From an optimization exercise on the open Yosys and OpenROAD flow, aimed at small area, a short achievable clock period and few clock cycles per item; shortcuts taken in it are not production practice. No functional check of the RTL was part of this run. Power figures rest on the tool's default switching activity, not on a simulated workload.

File: design/flow/config.mk
export PLATFORM = sky130hd
export DESIGN_NAME = spi_i2c_ctrl
export DESIGN_NICKNAME = spi_i2c_ctrl
export VERILOG_FILES = /design/flow/design.v
export SDC_FILE = /design/flow/constraint.sdc
export NUM_CORES = 4
export LEC_CHECK = 0
export CAP_MARGIN = 20
export CORE_MARGIN = 2
export CORE_UTILIZATION = 40
export CTS_BUF_LIST = sky130_fd_sc_hd__clkbuf_8
export SETUP_SLACK_MARGIN = 4.3
export SLEW_MARGIN = 20
File: design/flow/constraint.sdc
create_clock -name core_clock -period 8.0 [get_ports {clk}]
set_input_delay 1.6000 -clock core_clock [delete_from_list [all_inputs] [get_ports {clk}]]
set_output_delay 1.6000 -clock core_clock [all_outputs]
set_load 0.01 [all_outputs]
File: design/flow/design.v
module spi_i2c_ctrl #(
    parameter [23:0] CORE_CLOCK_HZ = 24'd16000000    
) (
    input             clk,
    input             rst,
    input             cmd_valid,
    input      [31:0] cmd,
    output            cmd_ready,
    output reg        rsp_valid,
    output      [7:0] result_code,
    output reg  [7:0] result_value,
    output     [15:0] ci,
    output            faulted,
    output      [1:0] fault_cause,
    output     [31:0] fault_cmd,
    output            wait_spi,
    output            wait_twi,
    output            wait_settle,
    output reg        cs_drive,
    output reg        cs_level,
    output reg        evt_pindir,
    output reg  [7:0] spcr,
    output      [7:0] spsr,
    output reg  [7:0] spdr_tx,
    output reg  [7:0] spdr_rx,
    output      [7:0] twcr,
    output      [7:0] twsr,
    output reg  [7:0] twbr,
    output      [7:0] twar,
    output reg  [7:0] twdr,
    output reg        spi_pending,
    output      [1:0] twi_pending,
    input             spi_step,
    input       [7:0] spi_step_byte,
    input             twi_step,
    input       [4:0] twi_step_status,
    input       [7:0] twi_step_byte,
    input             twi_settle,
    input       [4:0] twi_settle_status
);
    localparam [7:0] OP_SPI_VALIDATE  = 8'h01;
    localparam [7:0] OP_SPI_LOOKUP    = 8'h02;
    localparam [7:0] OP_SPI_CONFIGURE = 8'h03;
    localparam [7:0] OP_SPI_SELECT    = 8'h04;
    localparam [7:0] OP_SPI_DESELECT  = 8'h05;
    localparam [7:0] OP_SPI_TRANSFER  = 8'h06;
    localparam [7:0] OP_SPI_SEND      = 8'h07;
    localparam [7:0] OP_I2C_INIT      = 8'h10;
    localparam [7:0] OP_I2C_OWNADDR   = 8'h11;
    localparam [7:0] OP_I2C_START     = 8'h12;
    localparam [7:0] OP_I2C_ADDRESS   = 8'h13;
    localparam [7:0] OP_I2C_SEND      = 8'h14;
    localparam [7:0] OP_I2C_READACK   = 8'h15;
    localparam [7:0] OP_I2C_READNACK  = 8'h16;
    localparam [7:0] OP_I2C_STOP      = 8'h17;
    localparam [7:0] OP_I2C_STATUS    = 8'h18;
    localparam [2:0] E_OK         = 3'd0;
    localparam [2:0] E_INV_MODE   = 3'd1;
    localparam [2:0] E_SPEED      = 3'd2;
    localparam [2:0] E_NULL_CFG   = 3'd3;
    localparam [2:0] E_BAD_ADDR   = 3'd4;
    localparam [2:0] E_BAD_DIR    = 3'd5;
    localparam [2:0] E_BAD_RATE   = 3'd6;
    localparam [2:0] E_BAD_CS     = 3'd7;
    localparam [2:0] BUS_IDLE  = 3'd0;
    localparam [2:0] BUS_START = 3'd1;
    localparam [2:0] BUS_ADDRW = 3'd2;
    localparam [2:0] BUS_ADDRR = 3'd3;
    localparam [2:0] BUS_DATA  = 3'd4;
    localparam [2:0] BUS_STOPP = 3'd5;
    localparam [1:0] TP_NONE  = 2'd0;
    localparam [1:0] TP_START = 2'd1;
    localparam [1:0] TP_BYTE  = 2'd2;
    localparam [23:0] HZ_MIN = 24'd30304;
    localparam [23:0] HZ_MAX = 24'd1000000;
    localparam [19:0] REM0   = 20'd15625;
    reg         idle;        
    reg         w_spi;       
    reg         w_twi;       
    reg         w_set;       
    reg         div;         
    reg  [1:0]  fcause;      
    reg  [31:0] cmd_r;       
    reg  [2:0]  bus;
    reg  [2:0]  rcode;
    reg         spif, wcol, spi2x;
    reg         twint, twea, twsto, twwc, twen;
    reg  [4:0]  tws;
    reg  [6:0]  twar_r;
    reg  [19:0] rem;         
    reg  [8:0]  quo;         
    wire flt = fcause[1] | fcause[0];
    reg  [15:0] ci_r;
    assign ci = ci_r + {15'd0, rsp_valid};
    assign cmd_ready   = idle;
    assign faulted     = flt;
    assign fault_cause = fcause;
    assign fault_cmd   = cmd_r & {32{flt}};
    assign wait_spi    = w_spi;
    assign wait_twi    = w_twi;
    assign wait_settle = w_set;
    assign result_code = {5'b00000, rcode};
    assign spsr        = {spif, wcol, 5'b00000, spi2x};
    assign twcr        = {twint, twea, twsta, twsto, twwc, twen, 1'b0, 1'b0};
    assign twi_pending = w_twi ? ((cmd_r[2:0] == 3'd2) ? TP_START : TP_BYTE) : TP_NONE;
    wire   twsta       = (bus == BUS_START);
    assign twsr        = {tws, 3'b000};         
    assign twar        = {twar_r, 1'b0};
    wire [7:0]  op   = cmd[7:0];
    wire [7:0]  fa   = cmd[15:8];
    wire [7:0]  fb   = cmd[23:16];
    wire [23:0] hz   = cmd[31:8];
    reg  [23:0] op_mask;
    reg         op_known;
    always @(*) begin
        op_known = 1'b1;
        case (op)
            OP_SPI_VALIDATE:  op_mask = 24'hFDFF00;
            OP_SPI_LOOKUP:    op_mask = 24'hFFFCFC;
            OP_SPI_CONFIGURE: op_mask = 24'hE00000;
            OP_SPI_SELECT,
            OP_SPI_DESELECT,
            OP_SPI_TRANSFER,
            OP_SPI_SEND,
            OP_I2C_SEND:      op_mask = 24'hFFFF00;
            OP_I2C_INIT:      op_mask = 24'h000000;
            OP_I2C_OWNADDR:   op_mask = 24'hFFFF80;
            OP_I2C_ADDRESS:   op_mask = 24'hFF0000;
            OP_I2C_START,
            OP_I2C_READACK,
            OP_I2C_READNACK,
            OP_I2C_STOP,
            OP_I2C_STATUS:    op_mask = 24'hFFFFFF;
            default: begin
                op_mask  = 24'hFFFFFF;
                op_known = 1'b0;
            end
        endcase
    end
    wire legal = op_known && ((cmd[31:8] & op_mask) == 24'd0);
    wire div_ok = cmd[25] ? (fa == 8'd2 || fa == 8'd8 || fa == 8'd32 || fa == 8'd64)
                          : (fa == 8'd4 || fa == 8'd16 || fa == 8'd64 || fa == 8'd128);
    wire [1:0] div_class = (fa == 8'd2 || fa == 8'd4)  ? 2'd0 :
                           (fa == 8'd8 || fa == 8'd16) ? 2'd1 :
                           (fa == 8'd32)               ? 2'd2 : 2'd3;
    wire [7:0] cfg_pattern = {cmd[27], 1'b1, cmd[26], cmd[24], fb[1:0], div_class};
    wire hz_ok    = (hz >= HZ_MIN) && (hz <= HZ_MAX);
    wire addr_bad = (fa == 8'd0) || fa[7];
    wire dir_bad  = (fb[7:1] != 7'd0);
    wire       stopp   = (bus == BUS_STOPP);
    wire       hold_set = stopp & twsto;         
    wire [2:0] bus_eff = stopp ? BUS_IDLE : bus;
    reg seq_ok;
    always @(*) begin
        case (op)
            OP_I2C_START:    seq_ok = (bus_eff == BUS_IDLE) || (bus_eff == BUS_DATA);
            OP_I2C_ADDRESS:  seq_ok = (bus_eff == BUS_START);
            OP_I2C_SEND:     seq_ok = (bus_eff == BUS_ADDRW) || (bus_eff == BUS_DATA);
            OP_I2C_READACK,
            OP_I2C_READNACK: seq_ok = (bus_eff == BUS_ADDRR) || (bus_eff == BUS_DATA);
            default:         seq_ok = (bus_eff == BUS_START) || (bus_eff == BUS_ADDRW) ||
                                      (bus_eff == BUS_ADDRR) || (bus_eff == BUS_DATA);
        endcase
    end
    wire r_start = (cmd_r[2:0] == 3'd2);
    wire r_read  = (cmd_r[2:0] == 3'd5) || (cmd_r[2:0] == 3'd6);
    wire [20:0] dv_t    = {rem, 1'b0};
    wire [21:0] dv_diff = {1'b0, dv_t} - {2'b00, cmd_r[27:8]};
    wire        dv_ge   = ~dv_diff[21];
    wire [19:0] dv_rem  = dv_ge ? dv_diff[19:0] : dv_t[19:0];
    wire        dv_last = quo[8];
    wire [8:0]  dv_q    = {quo[7:0], dv_ge};
    wire [7:0]  br_val  = dv_q[7:0] - 8'd8;
    reg        fin;           
    reg  [2:0] fin_code;
    reg  [7:0] fin_val;
    wire [7:0] spdr_rx_n = spi_step ? spi_step_byte : spdr_rx;
    wire [4:0] tws_n     = twi_settle ? twi_settle_status :
                           twi_step   ? twi_step_status   : tws;
    reg        f_ill, f_seq;   
    reg        go_spi, go_twi, go_set, go_div, div_start;
    reg        body;          
    reg  [2:0] body_op;       
    reg        wr_cfg, wr_cs, wr_twar, wr_spdr, spi_rd, init_done, bus_idle;
    always @(*) begin
        fin = 1'b0; fin_code = E_OK; fin_val = 8'h00;
        f_ill = 1'b0; f_seq = 1'b0;
        go_spi = 1'b0; go_twi = 1'b0; go_set = 1'b0; go_div = 1'b0; div_start = 1'b0;
        body = 1'b0; body_op = op[2:0];
        wr_cfg = 1'b0; wr_cs = 1'b0; wr_twar = 1'b0; wr_spdr = 1'b0; spi_rd = 1'b0;
        init_done = 1'b0; bus_idle = 1'b0;
        if (idle) begin
            if (cmd_valid) begin
                if (!legal) begin
                    f_ill = 1'b1;
                end else begin
                    case (op)
                        OP_SPI_VALIDATE: begin
                            fin = 1'b1;
                            if (!div_ok) fin_code = E_SPEED;
                        end
                        OP_SPI_LOOKUP: begin
                            fin = 1'b1;
                            fin_val = {4'b0000, fb[1:0], fa[1:0]};
                        end
                        OP_SPI_CONFIGURE: begin
                            fin = 1'b1;
                            if (!cmd[28])
                                fin_code = E_NULL_CFG;
                            else if (!div_ok)
                                fin_code = E_SPEED;
                            else if (fb[7:2] != 6'd0)
                                fin_code = E_INV_MODE;
                            else begin
                                wr_cfg  = 1'b1;
                                fin_val = cfg_pattern;
                            end
                        end
                        OP_SPI_SELECT, OP_SPI_DESELECT: begin
                            fin = 1'b1;
                            if (fa != 8'd0) fin_code = E_BAD_CS;
                            else            wr_cs = 1'b1;
                        end
                        OP_SPI_TRANSFER, OP_SPI_SEND: begin
                            wr_spdr = 1'b1;
                            if (spif) begin
                                spi_rd = 1'b1;
                                fin = 1'b1;
                                if (!op[0]) fin_val = spdr_rx_n;
                            end else begin
                                go_spi = 1'b1;
                            end
                        end
                        OP_I2C_INIT: begin
                            if (!hz_ok) begin
                                fin = 1'b1;
                                fin_code = E_BAD_RATE;
                            end else if (!stopp && bus != BUS_IDLE) begin
                                f_seq = 1'b1;
                            end else begin
                                go_div = 1'b1;
                                go_set = hold_set;
                                bus_idle = ~hold_set;
                            end
                        end
                        OP_I2C_OWNADDR: begin
                            fin = 1'b1;
                            wr_twar = 1'b1;
                        end
                        OP_I2C_STATUS: begin
                            fin = 1'b1;
                            fin_val = {tws_n, 3'b000};
                        end
                        default: begin
                            if (op == OP_I2C_ADDRESS && addr_bad) begin
                                fin = 1'b1;
                                fin_code = E_BAD_ADDR;
                            end else if (op == OP_I2C_ADDRESS && dir_bad) begin
                                fin = 1'b1;
                                fin_code = E_BAD_DIR;
                            end else if (hold_set) begin
                                go_set = 1'b1;
                            end else if (!seq_ok) begin
                                f_seq = 1'b1;
                                bus_idle = stopp;
                            end else begin
                                body = 1'b1;
                                if (op == OP_I2C_STOP) fin = 1'b1;
                                else                   go_twi = 1'b1;
                            end
                        end
                    endcase
                end
            end
        end else if (div) begin
            if (w_set && twi_settle)
                bus_idle = 1'b1;
            if (dv_last) begin
                if (!w_set || twi_settle) begin
                    fin = 1'b1;
                    fin_val = br_val;
                    init_done = 1'b1;
                end else begin
                    go_div = 1'b1;
                    go_set = 1'b1;
                    div_start = 1'b1;
                end
            end else begin
                go_div = 1'b1;
                go_set = w_set && !twi_settle;
            end
        end else if (w_set) begin
            if (twi_settle) begin
                bus_idle = 1'b1;
                if (r_start) begin
                    body = 1'b1;
                    body_op = 3'd2;
                    go_twi = 1'b1;
                end else begin
                    f_seq = 1'b1;
                end
            end else begin
                go_set = 1'b1;
            end
        end else if (w_spi) begin
            if (spi_step) begin
                spi_rd = 1'b1;
                fin = 1'b1;
                if (!cmd_r[0]) fin_val = spdr_rx_n;
            end else begin
                go_spi = 1'b1;
            end
        end else if (w_twi) begin
            if (twi_step) begin
                fin = 1'b1;
                if (r_read) fin_val = twi_step_byte;
                else        fin_val = {tws_n, 3'b000};
            end else begin
                go_twi = 1'b1;
            end
        end
    end
    always @(posedge clk) begin
        if (idle)
            cmd_r <= cmd;
        rem <= (idle | div_start) ? REM0 : dv_rem;
        quo <= (idle | div_start) ? 9'd1 : dv_q;
    end
    always @(posedge clk) begin
        if (rst) begin
            idle         <= 1'b1;
            w_spi        <= 1'b0;
            w_twi        <= 1'b0;
            w_set        <= 1'b0;
            div          <= 1'b0;
            fcause       <= 2'd0;
            bus          <= BUS_IDLE;
            rsp_valid    <= 1'b0;
            rcode        <= 3'd0;
            result_value <= 8'd0;
            ci_r         <= 16'd0;
            cs_drive     <= 1'b0;
            cs_level     <= 1'b0;
            evt_pindir   <= 1'b0;
            spcr         <= 8'h00;
            spif         <= 1'b0;
            wcol         <= 1'b0;
            spi2x        <= 1'b0;
            spdr_tx      <= 8'h00;
            spdr_rx      <= 8'h00;
            spi_pending  <= 1'b0;
            twint        <= 1'b0;
            twea         <= 1'b0;
            twsto        <= 1'b0;
            twwc         <= 1'b0;
            twen         <= 1'b0;
            tws          <= 5'b11111;
            twbr         <= 8'h00;
            twar_r       <= 7'h7F;
            twdr         <= 8'hFF;
        end else begin
            idle  <= (idle & ~cmd_valid) | fin;
            w_spi <= go_spi;
            w_twi <= go_twi;
            w_set <= go_set;
            div   <= go_div;
            if (f_ill) fcause[0] <= 1'b1;
            if (f_seq) fcause[1] <= 1'b1;
            rsp_valid  <= fin;
            ci_r       <= ci;
            evt_pindir <= wr_cfg & cmd[24];
            if (fin) begin
                rcode        <= fin_code;
                result_value <= fin_val;
            end
            spdr_rx <= spdr_rx_n;
            tws     <= tws_n;
            if (spi_step) begin
                spif        <= 1'b1;
                spi_pending <= 1'b0;
            end
            if (twi_step) begin
                if (twi_pending == TP_BYTE)
                    twdr <= twi_step_byte;
                twint       <= 1'b1;
            end
            if (twi_settle) begin
                twsto <= 1'b0;
            end
            if (wr_cfg) begin
                spcr  <= cfg_pattern;
                spi2x <= cmd[25];
            end
            if (wr_cs) begin
                cs_drive <= 1'b1;
                cs_level <= op[0];
            end
            if (wr_spdr) begin
                spdr_tx <= fa;
                if (spi_pending)
                    wcol <= 1'b1;
                else if (spcr[6])
                    spi_pending <= 1'b1;
            end
            if (spi_rd) begin
                spif <= 1'b0;
                wcol <= 1'b0;
            end
            if (wr_twar)
                twar_r <= fa[6:0];
            if (bus_idle)
                bus <= BUS_IDLE;
            if (init_done) begin
                twbr  <= br_val;
                twea  <= 1'b0;
                twsto <= 1'b0;
                twen  <= 1'b1;
            end
            if (body) begin
                twint <= 1'b0;
                twen  <= 1'b1;
                twea  <= (body_op == 3'd5);
                twsto <= (body_op == 3'd7);
                if (body_op == 3'd3 || body_op == 3'd4) begin
                    if (twint) begin
                        twdr <= (body_op == 3'd3) ? {fa[6:0], fb[0]} : fa;
                        twwc <= 1'b0;
                    end else begin
                        twwc <= 1'b1;
                    end
                end
                case (body_op)
                    3'd2:    bus <= BUS_START;
                    3'd3:    bus <= fb[0] ? BUS_ADDRR : BUS_ADDRW;
                    3'd7:    bus <= BUS_STOPP;
                    default: bus <= BUS_DATA;
                endcase
            end
        end
    end
endmodule
File: design/flow/flow/run.sh
#!/bin/bash
set -euo pipefail
export BUFFER_PORTS_ARGS="-buffer_cell sky130_fd_sc_hd__buf_1"
bash standard.sh > standard.log 2>&1
File: design/flow/standard.sh
#!/bin/bash
# synth_recipe.tcl (not shown) runs the flow's synth.tcl, then flattens the netlist and writes it again
# the make line also repeats each setting of config.mk as NAME=value (left out here)
make -C /OpenROAD-flow-scripts/flow DESIGN_CONFIG=/design/flow/config.mk WORK_HOME=/design/flow/orfs CLKGATE_MAP_FILE= SYNTH_SCRIPT=/design/flow/synth_recipe.tcl "${@:-finish}"
==> flow_summary_export.csv <==
group,metric,value,unit
run_status,status,"finished clean",
final_layout,final_cells,1486,
yosys,synth.top_cell.area_share,0.2984,
global_routing,grtUsageMet1,0.3093,
power,p_per_area,172.0,mW/mm^2
place,gp_congestion,0.9171,
hold_path,min_path_type,"flop to flop",
setup_path,cp.arrival,3.99,ns
power,pwr-share-seq,0.484,
setup_path,path_max_fanout,11,
floorplan,io-pin-count,214,
power,ir_worst_vdd,0.1078,mV
yosys,synthTopCellsByCount,"131 x dfxtp_1, 125 x nor2_1, 78 x nand2_1",
global_routing,grt.overflow.total,0,
drt,drtPass1Iterations,5,
global_routing,use_met3,0.05034,
drt,viasPerCell,5.383,
floorplan,start_util,0.4052,
drt,drt-wirelength-per-cell,18.89,um
power,leakagePower,4.211,nW
flow_run,maxCapViolations,0,
floorplan,die_h,152.2,um
sta,skew,0.01864,ns
yosys,syn_area,0.008788,mm^2
place,io_buffers,197,
hold_path,whs_path_depth,2,
drt,drc,0,
final_layout,postLayoutCellArea,0.01058,mm^2
drt,drtIter0Drc,558,
place,post-place-ws,2.950,ns
final_layout,diodes,0,
setup_path,critPathCaptureType,"flop",
clocking,clock_latency,0.47,ns
yosys,synth_seq_cells,163,
clocking,cts_buffer_depth,2,
clocking,cts_tree,"done",
floorplan,core-area,0.02169,mm^2
power,sw_frac_of_total,0.2843,
yosys,synth_edf_count,32,
global_routing,grt_max_degree,61,
floorplan,die_area,0.02317,mm^2
sta,tightest_slew,0.8947,ns
place,dp_hpwl,20.37,mm
power,combinationalPowerShare,0.156,
sta,tns,0,ns
sta,setup_ws,4.339,ns
setup_path,cp_data_required_time,8.33,ns
yosys,synth_cells,1002,
sta,fin_crit_sh,0.4576,
final_layout,area_growth,20.42,%
sta,min_period,3.661,ns
clocking,h-tree-depth,4,
yosys,synth.avg_cell_area,8.771,um^2
final_layout,post-route-util,0.4879,
sta,report.final.slew_viol_count,0,
yosys,yosysSeqAreaShare,0.4077,
drt,via_count,7999,
final_layout,final_nets,1284,
yosys,yosys.cell_types.count,75,
sta,worst_slew_margin_rel,0.4013,
global_routing,antenna_found_initial,0,
yosys,synth_area_leader_cell,"dfxtp_1",
yosys,synthArstFlopShare,0,
floorplan,rows,54,
sta,setup_violations,0,
power,p_int,1.303,mW
power,power.total,1.820,mW
yosys,yosys.cell_count.top_type,"dfxtp_1",
place,placed_cells,1430,
floorplan,chipWidth,152.2,um
yosys,netlist_top_cells_area,"dfxtp_1 30%, edfxtp_1 11%, mux2i_1 7.3%",
clocking,cts-root-buf,"clkbuf_8",
drt,antenna_left,0,
sta,hold_slack,0.4575,ns
yosys,synth_ff_type,"dfxtp_1",
final_layout,drive_gt1_frac,0.1294,
yosys,yosysWarnings,1,
clocking,path_clk_slew,0.09,ns
clocking,cts-buffers-inserted,17,
place,postPlaceCellArea,0.009698,mm^2
clocking,cts_sinks,163,
setup_path,crit_type,"input pin to flop",
sta,fmax,0.2732,GHz
drt,drt_wl_total,28.06,mm
sta,grt_setup_unrepaired,"true",
global_routing,track_usage,0.2347,
sta,hold_viol,0,
global_routing,grt_pass1_wl,43.33,mm
global_routing,top_usage_layer,"met2",
setup_path,worst-r2r-cell-count,11,
global_routing,first_global_vias,7717,
power,clkPwrFrac,0.361,
power,switching_power,0.5174,mW
setup_path,start_kind,"input pin",
global_routing,grt_util_met2,0.3812,
placed cells by master (no fill, tap or decap), types with 5 or more instances in the layout:
cell / synthesis / layout
a31oi_1: 17 / 14
dfxtp_1: 131 / 126
buf_1: 4 / 183
ha_1: 26 / 21
clkbuf_8: 0 / 20
buf_2: 7 / 5
o21ai_0: 40 / 37
a211oi_1: 7 / 6
nand3b_1: 6 / 6
and3_4: 0 / 5
buf_4: 26 / 28
nor2b_1: 24 / 24
xor2_1: 13 / 10
nand4_1: 11 / 11
nor3_1: 12 / 11
and3_1: 14 / 8
edfxtp_1: 32 / 32
o21a_1: 7 / 7
dfxtp_2: 0 / 5
o211ai_1: 7 / 7
inv_1: 46 / 45
o2111ai_1: 5 / 5
nor4_1: 5 / 5
a21oi_1: 58 / 57
or3_1: 7 / 7
conb_1: 1 / 16
a21o_1: 10 / 10
and2_1: 26 / 22
o31ai_1: 8 / 7
nand2_1: 78 / 78
xnor2_1: 23 / 23
nor2_1: 125 / 119
nand2b_1: 9 / 8
nand3_1: 32 / 30
mux2i_1: 64 / 64
clkbuf_2: 0 / 7
mux2_4: 0 / 7
o22ai_1: 11 / 11
or2_2: 8 / 8
path summary, 6_finish.rpt:
path	startpoint	endpoint	slack [ns]
min	twbr[2]	twbr[2]	0.46
max	cmd[21]	result_value[2]	4.34
min reg2reg	twbr[2]	twbr[2]	0.46
max reg2reg	cmd_r[16]	result_value[0]	4.77
power groups by stage:
stage               Combinational [mW]  Clock, mW  Sequential [mW]
finish                           0.283      0.657            0.880
global route                     0.313      0.700            0.884
CTS                              0.279      0.669            0.880
detailed placement               0.274          0            0.899
global placement                 0.274          0            0.899
floorplan                        0.194          0            0.899
final cells by class:
type / instances / area, um^2
Timing Repair Buffer: 228 / 1027
Fill cell: 2163 / 11110
Sequential cell: 163 / 3590
Clock inverter: 12 / 150.1
Inverter: 47 / 187.7
Multi-Input combinational cell: 736 / 5002
Clock buffer: 20 / 275.3
Tap cell: 280 / 350.3
layer usage:
metal / share of wire / routed length, um / vias to the layer above
met3: 0.063 / 1764 / 42
met1: 0.44 / 12390 / 3826
li1: - / - / 3877
met2: 0.47 / 13090 / 254
met5: 0 / 0 / -
met4: 0.029 / 823 / 0
state kept, by name, indices dropped and copies added, names as in the netlist, 9 cells and up:
register  cells
cmd_r        32
rem          20
ci_r         16
quo           9
worst max-delay path: stages:
cell and delay, ns:
buf_1 0.14, or4_4 0.59, nor3_4 0.19, a21oi_1 0.09, o22a_2 0.27, nor4b_4 0.28
buf_4 0.19, a31oi_4 0.10, buf_12 0.17, a221oi_1 0.29, nor2_1 0.07
logic make-up after synthesis:
family          count (synthesis)  share of synthesized area
simple gates                  379                     0.2187
compound gates                204                     0.1489
xor+xnor                       36                    0.03588
buf+inv                       119                    0.06463
fa+ha+maj                      27                    0.03929
mux                            73                    0.08442
other cells                     1                  0.0004267
flops                         163                     0.4077
what timing repair did:
item                       4_1_cts  5_1_grt
hold endpoints to repair         0        0
hold buffers                     0        0
buffers inserted                10       13
cloned                           0        1
gates resized for setup         41       35
setup endpoints to repair       66       53
pin swaps                        7       12

re-timing with driven ports:
Ports are ideal in the flow. The routed layout listed here was re-timed in OpenROAD.
Step 1 assumes that a clkbuf_16 drives the clock port and a buf_2 every other input.
Step 2 also shifts input and output timing later by t, the mid clock arrival at the registers, as if the neighbouring blocks saw the same clock.
Slacks: no drivers / after step 1 / after step 2; pairs: no drivers / after step 1.
t (ns): 0.501
slack for setup (ns): 4.339 / 4.317 / 3.855
worst setup path at the end: input to register
worst data-port slew with drivers (ns): 0.06
pins driven straight from the clock port: 1
After both steps this run still meets setup and hold. For this run, drivers alone change the setup slack by -0.022 ns; drivers and shift together by -0.484 ns.
